This is an optimization exercise on Yosys and OpenROAD, whose aim is a short achievable clock period and few clock cycles, not a production implementation.
No functional check of the RTL was part of any run shown here.
No activity file was given, so power comes from the tool's default toggle rates.

===== design/flow/config.mk =====
export PLATFORM = sky130hd
export DESIGN_NAME = sigma_codec
export DESIGN_NICKNAME = sigma_codec
export VERILOG_FILES = /design/flow/design.v
export SDC_FILE = /design/flow/constraint.sdc
export NUM_CORES = 4
export LEC_CHECK = 0
export CAP_MARGIN = 20
export CORE_MARGIN = 2
export CORE_UTILIZATION = 40
export SLEW_MARGIN = 20

===== design/flow/run.sh =====
#!/bin/bash
# synth_recipe.tcl (not shown) runs the flow's synth.tcl, then flattens the netlist and writes it again
# the make line also repeats each setting of config.mk as NAME=value (left out here)
make -C /OpenROAD-flow-scripts/flow DESIGN_CONFIG=/design/flow/config.mk WORK_HOME=/design/flow/orfs CLKGATE_MAP_FILE= SYNTH_SCRIPT=/design/flow/synth_recipe.tcl finish

===== design/flow/constraint.sdc =====
create_clock -name core_clock -period 8.0 [get_ports {clk}]
set_input_delay 1.6000 -clock core_clock [delete_from_list [all_inputs] [get_ports {clk}]]
set_output_delay 1.6000 -clock core_clock [all_outputs]
set_load 0.01 [all_outputs]

===== design/flow/design.v =====
module sigma_codec (
    input  wire        clk,
    input  wire        rst,
    input  wire        start,
    input  wire [31:0] stream_len,
    output wire        busy,
    output reg         done,
    output reg  [1:0]  stop_reason,
    output reg  [31:0] final_cursor,
    output wire        mem_en,
    output wire [31:0] mem_addr,
    input  wire [7:0]  mem_rdata,
    output reg         log_valid,
    input  wire        log_ready,
    output reg  [1:0]  log_kind,
    output reg  [1:0]  log_err,
    output reg  [7:0]  log_tag,
    output reg  [31:0] log_cursor,
    output reg  [31:0] log_consumed,
    output reg  [7:0]  log_safeload,
    output reg  [7:0]  log_channel,
    output reg  [31:0] log_total_len,
    output reg  [7:0]  log_chip,
    output reg  [31:0] log_data_len,
    output reg  [15:0] log_param,
    output reg         dev_req_valid,
    input  wire        dev_req_ready,
    output wire [7:0]  dev_req_chip,
    output wire [15:0] dev_req_param,
    output wire [31:0] dev_req_len,
    input  wire        dev_rsp_valid,
    input  wire [15:0] dev_rsp_len,
    output reg         dev_rd_en,
    output reg  [15:0] dev_rd_addr,
    input  wire [7:0]  dev_rd_data,
    output reg         out_valid,
    input  wire        out_ready,
    output reg  [7:0]  out_data
);
    localparam [7:0] READ_TAG  = 8'h0a;
    localparam [7:0] WRITE_TAG = 8'h09;
    localparam [7:0] RESP_TAG  = 8'h0b;
    localparam [1:0] KIND_READ    = 2'd0;
    localparam [1:0] KIND_WRITE   = 2'd1;
    localparam [1:0] KIND_UNKNOWN = 2'd2;
    localparam [1:0] KIND_ERROR   = 2'd3;
    localparam [1:0] ERR_HDR_SHORT = 2'd2;
    localparam [1:0] ERR_PAY_SHORT = 2'd3;
    localparam [1:0] STOP_END      = 2'd0;
    localparam [1:0] STOP_ERROR    = 2'd1;
    localparam [1:0] STOP_NOPROG   = 2'd2;
    localparam integer PQ_N = 8;    
    localparam integer AQ_N = 2;    
    localparam integer PF_N = 8;    
    integer i;
    reg        busy_q;
    reg [31:0] len_q;
    reg        fin;           
    wire       go = start && !busy_q;
    wire       done_next;
    assign busy = busy_q;
    reg        rd_on;
    reg [31:0] raddr;
    reg        a_v;
    reg [31:0] a_addr, a_rem;
    reg        p_v;
    reg [7:0]  p_b;
    reg [31:0] p_addr, p_rem;
    reg        p_lt12, p_lt14, p_one;
    assign mem_en   = rd_on;
    assign mem_addr = raddr;
    reg        p_hdr;         
    reg        p_wr;          
    reg [3:0]  pidx;          
    reg [31:0] f_cur, f_rem;  
    reg [7:0]  f_tag, f_sl, f_ch, f_chip;
    reg [31:0] f_tot, f_dlen;
    reg [7:0]  f_par_hi;
    reg [31:0] c12, r12, r14, f_sum, f_dif, jt, nrem, f_cons;
    reg        f_ge, f_nz, f_noprog, f_q, f_ok2;
    reg [1:0]  stop_code;
    reg [31:0] fin_cur;
    reg        lk_v;
    reg [1:0]  lk_kind, lk_err;
    reg [7:0]  lk_tag, lk_sl, lk_ch, lk_chip;
    reg [31:0] lk_cur, lk_cons, lk_tot, lk_dlen;
    reg [15:0] lk_par;
    wire       log_room = !lk_v;
    reg [7:0]  pq_chip [0:PQ_N-1];
    reg [31:0] pq_dlen [0:PQ_N-1];
    reg [15:0] pq_par  [0:PQ_N-1];
    reg        pq_q    [0:PQ_N-1];
    reg [3:0]  pq_cnt;
    wire       pq_room = (pq_cnt != PQ_N);
    assign dev_req_chip  = pq_chip[0];
    assign dev_req_param = pq_par[0];
    assign dev_req_len   = pq_dlen[0];
    reg        push;          
    reg [1:0]  r_kind, r_err;
    reg [7:0]  r_tag;
    reg [31:0] r_cur, r_cons;
    reg        pq_push;
    reg        flush;         
    reg        jump;          
    reg        stop_now;
    reg [1:0]  stop_val;
    reg [31:0] stop_cur;
    reg        start_hdr;
    wire       t_rd = (p_b == READ_TAG);
    wire       t_wr = (p_b == WRITE_TAG);
    wire [15:0] r_par = {f_par_hi, p_b};
    wire       wr_err = !f_ge || !f_ok2;
    always @(*) begin
        push      = 1'b0;
        r_kind    = KIND_UNKNOWN;
        r_err     = ERR_HDR_SHORT;
        r_tag     = f_tag;
        r_cur     = f_cur;
        r_cons    = f_cons;
        pq_push   = 1'b0;
        flush     = 1'b0;
        jump      = 1'b0;
        stop_now  = 1'b0;
        stop_val  = STOP_END;
        stop_cur  = len_q;
        start_hdr = 1'b0;
        if (busy_q && !fin && p_v) begin
            if (!p_hdr) begin
                r_tag = p_b;
                r_cur = p_addr;
                r_cons = 32'd1;
                if (t_rd || t_wr) begin
                    if (t_rd ? p_lt12 : p_lt14) begin
                        if (log_room) begin
                            push     = 1'b1;
                            r_kind   = KIND_ERROR;
                            r_err    = ERR_HDR_SHORT;
                            stop_now = 1'b1;
                            stop_val = STOP_ERROR;
                            stop_cur = p_addr;
                        end else
                            flush = 1'b1;
                    end else if (log_room && (t_wr || pq_room)) begin
                        start_hdr = 1'b1;
                    end else
                        flush = 1'b1;
                end else begin
                    if (log_room) begin
                        push   = 1'b1;
                        r_kind = KIND_UNKNOWN;
                        if (p_one) stop_now = 1'b1;   
                    end else
                        flush = 1'b1;
                end
            end else begin
                if (pidx == (p_wr ? 4'd11 : 4'd9))
                    jump = 1'b1;
                if (!p_wr && pidx == 4'd11) begin
                    push    = 1'b1;
                    r_kind  = KIND_READ;
                    pq_push = 1'b1;
                    if (f_noprog) begin
                        stop_now = 1'b1;
                        stop_val = STOP_NOPROG;
                        stop_cur = f_cur;
                    end else if (f_nz)
                        stop_now = 1'b1;
                end
                if (p_wr && pidx == 4'd13) begin
                    push   = 1'b1;
                    r_kind = wr_err ? KIND_ERROR : KIND_WRITE;
                    r_err  = ERR_PAY_SHORT;
                    if (wr_err) begin
                        stop_now = 1'b1;
                        stop_val = STOP_ERROR;
                        stop_cur = f_cur;
                    end else if (f_noprog) begin
                        stop_now = 1'b1;
                        stop_val = STOP_NOPROG;
                        stop_cur = f_cur;
                    end else if (f_nz)
                        stop_now = 1'b1;
                end
            end
        end
    end
    reg        d_wait;        
    reg [15:0] rd_cnt;        
    reg        rd_v;          
    reg [7:0]  pf_mem [0:PF_N-1];
    reg [2:0]  pf_wp, pf_rp;
    reg [3:0]  pf_cnt;
    reg [7:0]  aq_chip [0:AQ_N-1];
    reg [31:0] aq_dlen [0:AQ_N-1];
    reg [15:0] aq_par  [0:AQ_N-1];
    reg        aq_q    [0:AQ_N-1];
    reg [15:0] aq_plen [0:AQ_N-1];
    reg [1:0]  aq_cnt;
    reg        o_act;
    reg [3:0]  o_h;           
    reg [15:0] o_p;           
    reg        o_pz, o_p1;    
    reg [7:0]  sr [0:13];     
    reg        os_v;          
    reg [7:0]  os_d;
    wire       o_in_hdr = (o_h != 4'd0);
    wire       o_avail  = o_act && (o_in_hdr || pf_cnt != 4'd0);
    wire       o_send   = !os_v && o_avail;
    wire [7:0] o_byte   = o_in_hdr ? sr[0] : pf_mem[pf_rp];
    wire       o_pop    = o_send && !o_in_hdr;
    wire       o_last   = o_in_hdr ? (o_h == 4'd1 && o_pz) : o_p1;
    wire       o_load   = (aq_cnt != 2'd0) && (!o_act || (o_send && o_last));
    wire [16:0] o_tot   = {1'b0, aq_plen[0]} + 17'd13 + {16'd0, aq_q[0]};
    wire       d_ans     = d_wait && dev_rsp_valid;
    wire [15:0] rd_cnt_n = d_ans ? dev_rsp_len : (rd_cnt - {15'd0, dev_rd_en});
    wire       pf_fits   = ({1'b0, pf_cnt} + {4'd0, rd_v} + {4'd0, dev_rd_en}) < PF_N;
    wire       d_req     = !dev_req_valid && !d_wait && (rd_cnt_n == 16'd0) &&
                           (pq_cnt != 4'd0) && (aq_cnt != AQ_N);
    wire quiet = fin && pq_cnt == 4'd0 && !dev_req_valid && !d_wait &&
                 rd_cnt == 16'd0 && !dev_rd_en && !rd_v && pf_cnt == 4'd0 &&
                 aq_cnt == 2'd0 && !o_act && !os_v && !lk_v;
    assign done_next = busy_q && quiet && (!out_valid || out_ready) &&
                       (!log_valid || log_ready);
    always @(posedge clk) begin
        if (rst) begin
            busy_q        <= 1'b0;
            done          <= 1'b0;
            stop_reason   <= STOP_END;
            final_cursor  <= 32'd0;
            len_q         <= 32'd0;
            fin           <= 1'b1;
            stop_code     <= STOP_END;
            fin_cur       <= 32'd0;
            rd_on         <= 1'b0;
            raddr         <= 32'd0;
            a_v           <= 1'b0;
            p_v           <= 1'b0;
            p_hdr         <= 1'b0;
            p_wr          <= 1'b0;
            pidx          <= 4'd0;
            log_valid     <= 1'b0;
            lk_v          <= 1'b0;
            pq_cnt        <= 4'd0;
            dev_req_valid <= 1'b0;
            d_wait        <= 1'b0;
            rd_cnt        <= 16'd0;
            dev_rd_en     <= 1'b0;
            dev_rd_addr   <= 16'd0;
            rd_v          <= 1'b0;
            pf_wp         <= 3'd0;
            pf_rp         <= 3'd0;
            pf_cnt        <= 4'd0;
            aq_cnt        <= 2'd0;
            o_act         <= 1'b0;
            o_h           <= 4'd0;
            os_v          <= 1'b0;
            out_valid     <= 1'b0;
        end else begin
            done <= done_next;
            if (done_next) begin
                busy_q       <= 1'b0;
                stop_reason  <= stop_code;
                final_cursor <= fin_cur;
            end
            if (go) begin
                busy_q    <= 1'b1;
                len_q     <= stream_len;
                fin       <= (stream_len == 32'd0);
                stop_code <= STOP_END;
                fin_cur   <= 32'd0;
                rd_on     <= (stream_len != 32'd0);
                raddr     <= 32'd0;
                a_v       <= 1'b0;
                p_v       <= 1'b0;
                p_hdr     <= 1'b0;
            end else begin
                if (flush)
                    raddr <= p_addr;
                else if (jump)
                    raddr <= jt;
                else
                    raddr <= raddr + 32'd1;
                a_v    <= rd_on && !flush;
                a_addr <= raddr;
                a_rem  <= len_q - raddr;
                p_v    <= a_v && !flush;
                p_b    <= mem_rdata;
                p_addr <= a_addr;
                p_rem  <= a_rem;
                p_lt12 <= (a_rem < 32'd12);
                p_lt14 <= (a_rem < 32'd14);
                p_one  <= (a_rem == 32'd1);
                if (stop_now) begin
                    fin       <= 1'b1;
                    rd_on     <= 1'b0;
                    stop_code <= stop_val;
                    fin_cur   <= stop_cur;
                end
                if (start_hdr) begin
                    p_hdr  <= 1'b1;
                    p_wr   <= t_wr;
                    pidx   <= 4'd1;
                    f_tag  <= p_b;
                    f_cur  <= p_addr;
                    f_rem  <= p_rem;
                end else if (p_v && p_hdr) begin
                    pidx <= pidx + 4'd1;
                    if (push)
                        p_hdr <= 1'b0;
                    if (p_wr) begin
                        if (pidx == 4'd1) f_sl <= p_b;
                        if (pidx == 4'd2) f_ch <= p_b;
                        if (pidx >= 4'd3 && pidx <= 4'd6) f_tot <= {f_tot[23:0], p_b};
                        if (pidx == 4'd7) f_chip <= p_b;
                        if (pidx >= 4'd8 && pidx <= 4'd11) f_dlen <= {f_dlen[23:0], p_b};
                        if (pidx == 4'd12) f_par_hi <= p_b;
                    end else begin
                        if (pidx >= 4'd1 && pidx <= 4'd4) f_tot <= {f_tot[23:0], p_b};
                        if (pidx == 4'd5) f_chip <= p_b;
                        if (pidx >= 4'd6 && pidx <= 4'd9) f_dlen <= {f_dlen[23:0], p_b};
                        if (pidx == 4'd10) f_par_hi <= p_b;
                    end
                    if (pidx == 4'd1) begin
                        c12 <= f_cur + 32'd12;
                        r12 <= f_rem - 32'd12;
                        r14 <= f_rem - 32'd14;
                    end
                    if (pidx == (p_wr ? 4'd7 : 4'd5)) begin
                        f_ge     <= (f_rem >= f_tot);
                        f_sum    <= f_cur + f_tot;
                        f_dif    <= f_rem - f_tot;
                        f_noprog <= (f_tot == 32'd0);
                    end
                    if (pidx == (p_wr ? 4'd8 : 4'd6)) begin
                        if (p_wr || f_ge) begin
                            jt     <= f_sum;
                            nrem   <= f_dif;
                            f_cons <= f_tot;
                        end else begin
                            jt     <= c12;
                            nrem   <= r12;
                            f_cons <= 32'd12;
                        end
                    end
                    if (pidx == (p_wr ? 4'd9 : 4'd7))
                        f_nz <= (nrem == 32'd0);
                    if (pidx == 4'd10)
                        f_q <= (f_dlen == 32'd4);
                    if (pidx == 4'd12)
                        f_ok2 <= (f_dlen <= r14);
                end
            end
            if (!log_valid || log_ready) begin
                if (lk_v) begin
                    log_valid     <= 1'b1;
                    log_kind      <= lk_kind;
                    log_err       <= lk_err;
                    log_tag       <= lk_tag;
                    log_cursor    <= lk_cur;
                    log_consumed  <= lk_cons;
                    log_safeload  <= lk_sl;
                    log_channel   <= lk_ch;
                    log_total_len <= lk_tot;
                    log_chip      <= lk_chip;
                    log_data_len  <= lk_dlen;
                    log_param     <= lk_par;
                    lk_v          <= 1'b0;
                end else if (push) begin
                    log_valid     <= 1'b1;
                    log_kind      <= r_kind;
                    log_err       <= r_err;
                    log_tag       <= r_tag;
                    log_cursor    <= r_cur;
                    log_consumed  <= r_cons;
                    log_safeload  <= f_sl;
                    log_channel   <= f_ch;
                    log_total_len <= f_tot;
                    log_chip      <= f_chip;
                    log_data_len  <= f_dlen;
                    log_param     <= r_par;
                end else
                    log_valid <= 1'b0;
            end else if (push) begin
                lk_v    <= 1'b1;
                lk_kind <= r_kind;
                lk_err  <= r_err;
                lk_tag  <= r_tag;
                lk_cur  <= r_cur;
                lk_cons <= r_cons;
                lk_sl   <= f_sl;
                lk_ch   <= f_ch;
                lk_tot  <= f_tot;
                lk_chip <= f_chip;
                lk_dlen <= f_dlen;
                lk_par  <= r_par;
            end
            for (i = 0; i < PQ_N; i = i + 1) begin
                if (d_ans) begin
                    if (pq_push && i == pq_cnt - 1) begin
                        pq_chip[i] <= f_chip;
                        pq_dlen[i] <= f_dlen;
                        pq_par[i]  <= r_par;
                        pq_q[i]    <= f_q;
                    end else if (i < PQ_N - 1) begin
                        pq_chip[i] <= pq_chip[i+1];
                        pq_dlen[i] <= pq_dlen[i+1];
                        pq_par[i]  <= pq_par[i+1];
                        pq_q[i]    <= pq_q[i+1];
                    end
                end else if (pq_push && i == pq_cnt) begin
                    pq_chip[i] <= f_chip;
                    pq_dlen[i] <= f_dlen;
                    pq_par[i]  <= r_par;
                    pq_q[i]    <= f_q;
                end
            end
            pq_cnt <= pq_cnt + {3'd0, pq_push} - {3'd0, d_ans};
            if (d_req)
                dev_req_valid <= 1'b1;
            else if (dev_req_valid && dev_req_ready) begin
                dev_req_valid <= 1'b0;
                d_wait        <= 1'b1;
            end
            if (d_ans)
                d_wait <= 1'b0;
            rd_cnt      <= rd_cnt_n;
            dev_rd_en   <= (rd_cnt_n != 16'd0) && pf_fits;
            dev_rd_addr <= d_ans ? 16'd0 : dev_rd_addr + {15'd0, dev_rd_en};
            rd_v        <= dev_rd_en;
            if (rd_v) begin
                pf_mem[pf_wp] <= dev_rd_data;
                pf_wp         <= pf_wp + 3'd1;
            end
            if (o_pop)
                pf_rp <= pf_rp + 3'd1;
            pf_cnt <= pf_cnt + {3'd0, rd_v} - {3'd0, o_pop};
            for (i = 0; i < AQ_N; i = i + 1) begin
                if (o_load) begin
                    if (d_ans && i == aq_cnt - 1) begin
                        aq_chip[i] <= pq_chip[0];
                        aq_dlen[i] <= pq_dlen[0];
                        aq_par[i]  <= pq_par[0];
                        aq_q[i]    <= pq_q[0];
                        aq_plen[i] <= dev_rsp_len;
                    end else if (i < AQ_N - 1) begin
                        aq_chip[i] <= aq_chip[i+1];
                        aq_dlen[i] <= aq_dlen[i+1];
                        aq_par[i]  <= aq_par[i+1];
                        aq_q[i]    <= aq_q[i+1];
                        aq_plen[i] <= aq_plen[i+1];
                    end
                end else if (d_ans && i == aq_cnt) begin
                    aq_chip[i] <= pq_chip[0];
                    aq_dlen[i] <= pq_dlen[0];
                    aq_par[i]  <= pq_par[0];
                    aq_q[i]    <= pq_q[0];
                    aq_plen[i] <= dev_rsp_len;
                end
            end
            aq_cnt <= aq_cnt + {1'b0, d_ans} - {1'b0, o_load};
            if (o_load) begin
                o_act  <= 1'b1;
                o_h    <= 4'd14;
                o_p    <= aq_plen[0];
                o_pz   <= (aq_plen[0] == 16'd0);
                o_p1   <= (aq_plen[0] == 16'd1);
                sr[0]  <= RESP_TAG;
                sr[1]  <= 8'h00;
                sr[2]  <= {7'd0, o_tot[16]};
                sr[3]  <= o_tot[15:8];
                sr[4]  <= o_tot[7:0];
                sr[5]  <= aq_chip[0];
                sr[6]  <= aq_dlen[0][31:24];
                sr[7]  <= aq_dlen[0][23:16];
                sr[8]  <= aq_dlen[0][15:8];
                sr[9]  <= aq_dlen[0][7:0];
                sr[10] <= aq_par[0][15:8];
                sr[11] <= aq_par[0][7:0];
                sr[12] <= 8'h00;
                sr[13] <= 8'h00;
            end else if (o_send) begin
                if (o_last)
                    o_act <= 1'b0;
                if (o_in_hdr) begin
                    o_h <= o_h - 4'd1;
                    for (i = 0; i < 13; i = i + 1)
                        sr[i] <= sr[i+1];
                end else begin
                    o_p  <= o_p - 16'd1;
                    o_pz <= o_p1;
                    o_p1 <= (o_p == 16'd2);
                end
            end
            if (!out_valid || out_ready) begin
                if (os_v) begin
                    out_valid <= 1'b1;
                    out_data  <= os_d;
                    os_v      <= 1'b0;
                end else if (o_send) begin
                    out_valid <= 1'b1;
                    out_data  <= o_byte;
                end else
                    out_valid <= 1'b0;
            end else if (o_send) begin
                os_v <= 1'b1;
                os_d <= o_byte;
            end
        end
    end
endmodule

==> run summary, run 1 <==
- Status: no timing/DRC/antenna violations
- Post-DR wirelength/cell: 23.3 microns
- Clock network power share: 0.400
- Core Area: 0.202 sq mm
- Distinct cells, synth: 78
- I/O Pins: 404
- Root Buffer: clkbuf_16
- R2R setup slack: 3.85 ns
- Initial antenna violation count: 2
- Total GRT Usage: 0.199
- Multi-input logic area: 0.0240 sq mm
- Final worst path period need: 4.26 ns
- Clock sinks: 1929
- Layout Skew: 0.0509 ns
- Via density: 5.26
- Setup TNS: 0 ns
- Highest metal used: met4
- Htree depth: 4
- Final hold slack: 0.407 ns
- Commonest cells after routing, fill and taps aside: edfxtp_1, mux2_2, nand2_1
- Initial Util: 0.402
- Gr ovfl total: 0
- Sequential Area: 0.0558 sq mm
- Final Util: 0.472
- Clock latency (worst-skew pair): 0.87 ns
- Synthesized instance count: 5649
- Syn nets: 5892
- ANT nets after route: 0
- Final Max Slew Viols: 0
- Worst setup path class: input pin to flop
- Power Density: 248 mW/mm^2
- Largest delay contributor family on the critical path: buffers and inverters
- Final hold vios: 0
- Combinational share of power: 0.099
- Syn Area/Cell: 14.4 sq um
- Largest family of logic cells by synthesized area: multiplexers
- Number of hold buffers added after cts: 0
- Crit. path cell count: 8
- WL final: 208000 microns
- Compound-Gate Fraction of Synth Area: 0.0516
- Critical path cell sequence: clkdlybuf4s50_1 > nand2_2 > buf_4 > inv_1 > nand2_1 > a21oi_4 > buf_4 > buf_4
- Largest net degree at the start of global routing: 114
- Max VDD drop: 223 uV
- Buffer depth of the longest clock path: 3
- Post_cts resized: 0
- Total number of vias: 47.1k
- Final GP Congestion: 0.912
- Clk slew on worst S/H paths: 0.06 ns
- Post-place setup slack: 2.87 ns
- Setup ws final: 3.74 ns
- Post-CTS setup buffers: 0
- Dpl hpwl: 144000 microns
- Most common cell after layout, fill and taps aside: edfxtp_1
- Met1 WL: 87200 microns
- Cell depth of the worst min-delay path: 0
- Slowest-stage cell, CP: inv_1
- Post-synthesis sequential area ratio: 0.688
- Critical path endpoint category: flop
- MaxCap Viol Count: 0
- Die area: 0.206 sq mm
- Buf/Inv on CP: 5
- Synth Register Bits: 1929
- P_int: 17.9 mW
- Slew @ Worst Pin: 1.10 ns
- RSZ-0062 raised after global routing: no
- PortBufs: 402
- Fillers: 17.6k
- RR Startpoint: f_tot[0]$_DFFE_PP_
- Non-filler cells, final: 8949
- CP Max Fanout: 43
- Layout Nets: 6338
- Area growth syn-to-layout: 17.5%
- Die Span X: 454 microns
- Critical path endpoint: aq_dlen[0][3]$_DFFE_PP_
- Async SR Flop Fraction: 0
- Synth top area cells: edfxtp_1, mux2_2, dfxtp_1, nand2_1, ha_1
- Fin area: 0.0953 sq mm
- Layout cell share with drive strength beyond 1: 0.182
- Chip height: 454 microns
- Synth Area in Adders: 0.0270
- Worst Setup SP: dev_rsp_valid
- XOR/XNOR Fraction of Synth Area: 0.0284
- Yosys warns: 11
- Synth Area in Simple Gates: 0.0820
- Worst r2r dst: f_dif[26]$_DFFE_PP_
- Row cnt: 165
- Vias in the first global route: 46.9k
- Area share of the largest cell type after synthesis: 0.637
- Placed cell count: 8560
- Hold Path Class: flop to flop
- EDFF count, synth: 1721
- Met3 wire length: 10600 microns
- Switch Pwr: 5.79 mW
- Critical path startpoint category: input pin
- Biggest area consumer among synthesized cells: edfxtp_1
- Worst path required time: 8.47 ns
- # setup viols final: 0
- Main flop type after synthesis: edfxtp_1
- Flop pwr share: 0.501
- Met2 WL: 102000 microns
- CTS tree: built
- Drt drc: 0
- Slew headroom: 0.265
- Crit-path most repeated cell: buf_4
- First-pass GRT wire length: 307000 microns
- DR iter-0 viols: 4026
- Mux cell area share after synthesis: 0.103
- Pre-antenna DRT Iters: 6
- Post-Synthesis Cell Area: 0.0811 sq mm
- Max incr delay on CP: 0.80 ns
- LEAKAGE: 31.9 nW
- Number of buffers created by CTS: 203
- Crit path DAT: 4.73 ns
- Placement Cell Area: 0.0885 sq mm
- Period utilisation layout: 0.532
- Peak Freq: 235 MHz
- R2R depth: 11
- Final Power: 23.6 mW
- Switching share of power: 0.245
cells in the mapped netlist (all sizes together) (4+ instances only):
cell     number
nand2b       32
and3         36
nand3        88
or3          14
mux2        689
nor2b        47
edfxtp     1721
fa            5
nand4        51
nand3b        5
buf          60
nor3b        13
xnor2       174
a211o         4
o21a         19
nor4         67
a211oi       73
mux2i        20
clkbuf      182
a222oi       23
nor3         54
or2           6
ha          167
a31oi        16
nor2        330
and4          8
o2111ai       4
nand2       629
o211ai       10
a21o         56
o31ai         8
dfxtp       208
a41oi         4
and2         68
xor2         89
o21bai        8
a21oi       262
inv         171
o21ai       167
mux4         16
sequential cells by signal (all words and copies together), names as in the netlist, 64 cells and up, named ones only:
register	flops
pf_mem	64
pq_dlen	256
sr	96
pq_par	128
pq_chip	64
aq_dlen	64
final cells by class:
class	count	area share
multi-input combinational	3307	0.252
clock inverter	124	0.0146
clock buffer	259	0.0561
timing repair buffer	483	0.0493
tap	2672	0.0351
antenna	4	0.000105
sequential	1929	0.586
inverter	171	0.00682
power by group through the flow:
stage	Combinational (mW)	Sequential [mW]	Clock, mW
final	2.34	11.8	9.46
after global routing	2.59	11.9	10.1
after CTS	2.37	11.8	9.68
after detailed placement	2.35	12.1	0
after global placement	2.32	12.0	0
after floorplan	1.61	12.0	0
worst min path at each step:
stage | startpoint | end
6_report | f_ch[3]$_DFFE_PP_ | lk_ch[3]$_DFFE_PP_
5_1_grt | a_addr[28]$_DFFE_PP_ | p_addr[28]$_DFFE_PP_
4_1_cts | a_addr[20]$_DFFE_PP_ | p_addr[20]$_DFFE_PP_
3_5_place_dp | p_rem[16]$_DFFE_PP_ | f_rem[16]$_DFFE_PP_
3_3_place_gp | a_addr[20]$_DFFE_PP_ | p_addr[20]$_DFFE_PP_
2_1_floorplan | p_rem[0]$_DFFE_PP_ | f_rem[0]$_DFFE_PP_
per-layer routing:
layer / up-vias / track usage
li1: 21900 / -
met1: 23400 / 0.256
met2: 1376 / 0.334
met3: 357 / 0.0318
met4: 0 / 0.0823
met5: - / 0
cells by family after synthesis:
family	count (synthesis)
flops	1929
simple gates	1460
mux	725
compound gates	686
buf+inv	413
xor+xnor	263
fa+ha+maj	172
other cells	1
==> inputs of run 2 (changes only) <==
--- a/design/flow/config.mk
+++ b/design/flow/config.mk
@@ -5,7 +5,9 @@
 export SDC_FILE = /design/flow/constraint.sdc
 export NUM_CORES = 4
 export LEC_CHECK = 0
+export ABC_CLOCK_PERIOD_IN_PS = 3000
 export CAP_MARGIN = 20
 export CORE_MARGIN = 2
 export CORE_UTILIZATION = 40
+export SETUP_SLACK_MARGIN = 5
 export SLEW_MARGIN = 20
==> run 2 against run 1 <==
  * Global-route usage grew 1.4 points
  * Via count is 4.2% higher
  * Critical path depth is 7 lower
  * Cell count is 2.5% higher
  * Core utilization increased by 1.2 points
  * Routed wire length is 8.4% higher
  * Highest routed layer unchanged
==> run summary, run 2 <==
- Status: no timing/DRC/antenna violations
- Post-Synthesis Cell Area: 0.0811 sq mm (unchanged)
- Synth top area cells: edfxtp_1, mux2_2, dfxtp_1, nand2_1, ha_1
- Power Density: 244 mW/mm^2 (-1.7%)
- EDFF count, synth: 1721 (unchanged)
- Peak Freq: 319 MHz (+36%)
- Main flop type after synthesis: edfxtp_1
- Total number of vias: 49.1k (+4.2%)
- Crit path DAT: 1.53 ns (-3.20 ns)
- ANT nets after route: 0 (unchanged)
- Pre-antenna DRT Iters: 6 (unchanged)
- Total GRT Usage: 0.213 (+0.0141)
- Hold Path Class: flop to flop
- Syn nets: 5892 (unchanged)
- Final Max Slew Viols: 0 (unchanged)
- Number of buffers created by CTS: 203 (unchanged)
- Sequential Area: 0.0560 sq mm (+0.34%)
- Clk slew on worst S/H paths: 0.06 ns (about the same)
- Row cnt: 165 (unchanged)
- Slowest-stage cell, CP: edfxtp_1
- Slew headroom: 0.301 (+0.0364)
- Yosys warns: 11 (unchanged)
- Final GP Congestion: 0.907 (-0.55%)
- Initial Util: 0.402 (unchanged)
- Root Buffer: clkbuf_16
- Final hold vios: 0 (unchanged)
- Most flop-heavy register: pq_dlen
- Layout Skew: 0.0306 ns (-0.0203 ns)
- Max VDD drop: 198 uV (-11%)
- MaxCap Viol Count: 0 (unchanged)
- Most frequent cell after synthesis: edfxtp_1
- Slew @ Worst Pin: 1.04 ns (-0.0630 ns)
- CTS tree: built
- Synth Register Bits: 1929 (unchanged)
- Area share of the largest cell type after synthesis: 0.637 (unchanged)
- Max incr delay on CP: 0.50 ns (-0.30 ns)
- Worst path required time: 6.40 ns (-2.07 ns)
- First-pass GRT wire length: 325000 microns (+6.1%)
- CP Max Fanout: 3 (-93%)
- Clock latency (worst-skew pair): 0.85 ns (-0.02 ns)
- Distinct cells, synth: 78 (unchanged)
- WL final: 226000 microns (+8.4%)
- Period utilisation layout: 0.392 (-0.141)
- RSZ-0062 raised after global routing: yes
- Critical path endpoint category: primary output
- Post-DR wirelength/cell: 24.6 microns (+5.7%)
- Buffer depth of the longest clock path: 3 (unchanged)
- Layout Nets: 6574 (+3.7%)
- Post-place setup slack: 3.01 ns (+0.138 ns)
- Dpl hpwl: 145000 microns (+0.77%)
- Buf/Inv on CP: 1 (-4)
- Biggest area consumer among synthesized cells: edfxtp_1
- Final worst path period need: 3.13 ns (-1.12 ns)
- Post-synthesis sequential area ratio: 0.688 (unchanged)
- Max reg flops: 256 (unchanged)
- DR iter-0 viols: 4634 (+15%)
- Vias in the first global route: 48.4k (+3.3%)
- Setup ws final: 4.87 ns (+1.12 ns)
- Die Span X: 454 microns (unchanged)
- Critical path startpoint category: flop
- Most common cell after layout, fill and taps aside: edfxtp_1
- Critical path cell sequence: buf_2
- Htree depth: 4 (unchanged)
- LEAKAGE: 33.8 nW (+5.8%)
- Biggest regs: pq_dlen x256, pq_par x128, sr x96
- Synthesized instance count: 5649 (unchanged)
- Clock sinks: 1929 (unchanged)
- Fillers: 17.4k (-0.99%)
- Async SR Flop Fraction: 0 (unchanged)
- Drt drc: 0 (unchanged)
- Top cells by count, synth: edfxtp_1, mux2_2, nand2_1
- Largest net degree at the start of global routing: 78 (-32%)
- Multi-input logic area: 0.0250 sq mm (+4.1%)
- Gr ovfl total: 0 (unchanged)
- Core Area: 0.202 sq mm (unchanged)
- Worst setup path class: flop to primary output
- Area growth syn-to-layout: 20.5%
- Syn Area/Cell: 14.4 sq um (unchanged)
- Initial antenna violation count: 5 (+3)
- Commonest cells after routing, fill and taps aside: edfxtp_1, mux2_2, nand2_1
- Chip height: 454 microns (unchanged)
- PortBufs: 402 (unchanged)
- Setup TNS: 0 ns (unchanged)
- Die area: 0.206 sq mm (unchanged)
- Largest delay contributor family on the critical path: flip-flops
- I/O Pins: 404 (unchanged)
- # setup viols final: 0 (unchanged)
- Layout cell share with drive strength beyond 1: 0.295 (+0.113)
- Via density: 5.35 (+1.6%)
run 2: cell counts after synthesis:
Identical to the previous run, type by type.
run 2: cell type report:
class                      count  share of cell area
timing repair inverter         1           0.0000896
tap                         2672              0.0342
multi-input combinational   3317               0.255
clock inverter               126              0.0133
antenna                        1           0.0000256
clock buffer                 252              0.0544
inverter                     171             0.00705
timing repair buffer         708              0.0620
sequential                  1929               0.573
run 2: timing repair:
item	4_1_cts	5_1_grt
hold buffers	0	0
pin swaps	53	70
cloned	18	10
setup buffers	147	59
resized for setup	1711	169
setup endpoints to repair	2462	1729
run 2: cells by family (layout without fill, tap and decap cells):
group,count (synthesis),in the layout,synth area share
buf+inv,413,1258,0.0200
flops,1929,1929,0.688
mux,725,725,0.103
other cells,1,2,0.0000462
simple gates,1460,1468,0.0820
compound gates,686,688,0.0516
xor+xnor,263,263,0.0284
fa+ha+maj,172,172,0.0270
run 2: through the flow:
stage | cell area (sq um) | std cells | utilization | hold WS, ns | power, mW
3_3_place_gp | 88600 | 8563 | 0.439 | 0.401 | 14.3
5_1_grt | 97700 | 9177 | 0.484 | 0.420 | 24.7
4_1_cts | 96400 | 9107 | 0.477 | 0.413 | 23.9
6_report | 97700 | 9177 | 0.484 | 0.404 | 23.8
3_5_place_dp | 88600 | 8564 | 0.439 | 0.405 | 14.4
2_1_floorplan | 81300 | 5649 | - | 0.400 | 13.6
run 2: path summary, 6_finish.rpt:
| path | startpoint | to | slack, ns | depth (start not counted) |
|---|---|---|---|---|
| max reg2reg | f_cur[6]$_DFFE_PP_ | f_sum[31]$_DFFE_PP_ | 4.94 | 11 |
| min reg2reg | a_addr[31]$_DFFE_PP_ | p_addr[31]$_DFFE_PP_ | 0.40 | 0 |
| min | a_addr[31]$_DFFE_PP_ | p_addr[31]$_DFFE_PP_ | 0.40 | 0 |
| max | pq_par[0][9]$_DFFE_PP_ | dev_req_param[9] | 4.87 | 1 |
run 2: power by group:
group,internal [mW],switching [mW]
Clock,5.35,4.06
Combinational,0.999,1.55
Sequential,11.6,0.288
run 2: layer usage:
layer | routed length [microns] | GRT usage | vias up
met3 | 12600 | 0.0324 | 419
met4 | 10800 | 0.0927 | 0
met2 | 109000 | 0.353 | 1635
li1 | - | - | 22400
met5 | 0 | 0 | -
met1 | 93400 | 0.276 | 24600

==> re-timing with driven ports <==
How much do the figures lean on ideal ports? The routed layouts below were timed once more, with nothing changed but the port constraints. Step 1: set_driving_cell puts a clkbuf_16 on clk and a buf_2 on each other input, an assumption about the parent block. Step 2 times the ports against the registers' clock, not the clock port: input delays grow and output delays shrink by t, the midpoint of the rising clock arrivals with the driver on. Three values: ideal ports, drivers, drivers and shift; two values: the first two.
| run | shift t [ns] | setup WS [ns] | clock arrival spread, ns | worst data-port slew with drivers (ns) |
|---|---|---|---|---|
| run 1 | 0.926 | 3.742 / 3.802 / 2.876 | 0.058 / 0.057 | 0.08 |
| run 2 | 0.920 | 4.866 / 4.783 / 4.118 | 0.035 / 0.035 | 0.08 |
After both steps setup and hold are still met in every run listed. The setup slack of run 1, which loses most, moves by +0.060 ns with the drivers and by -0.866 ns with both steps.
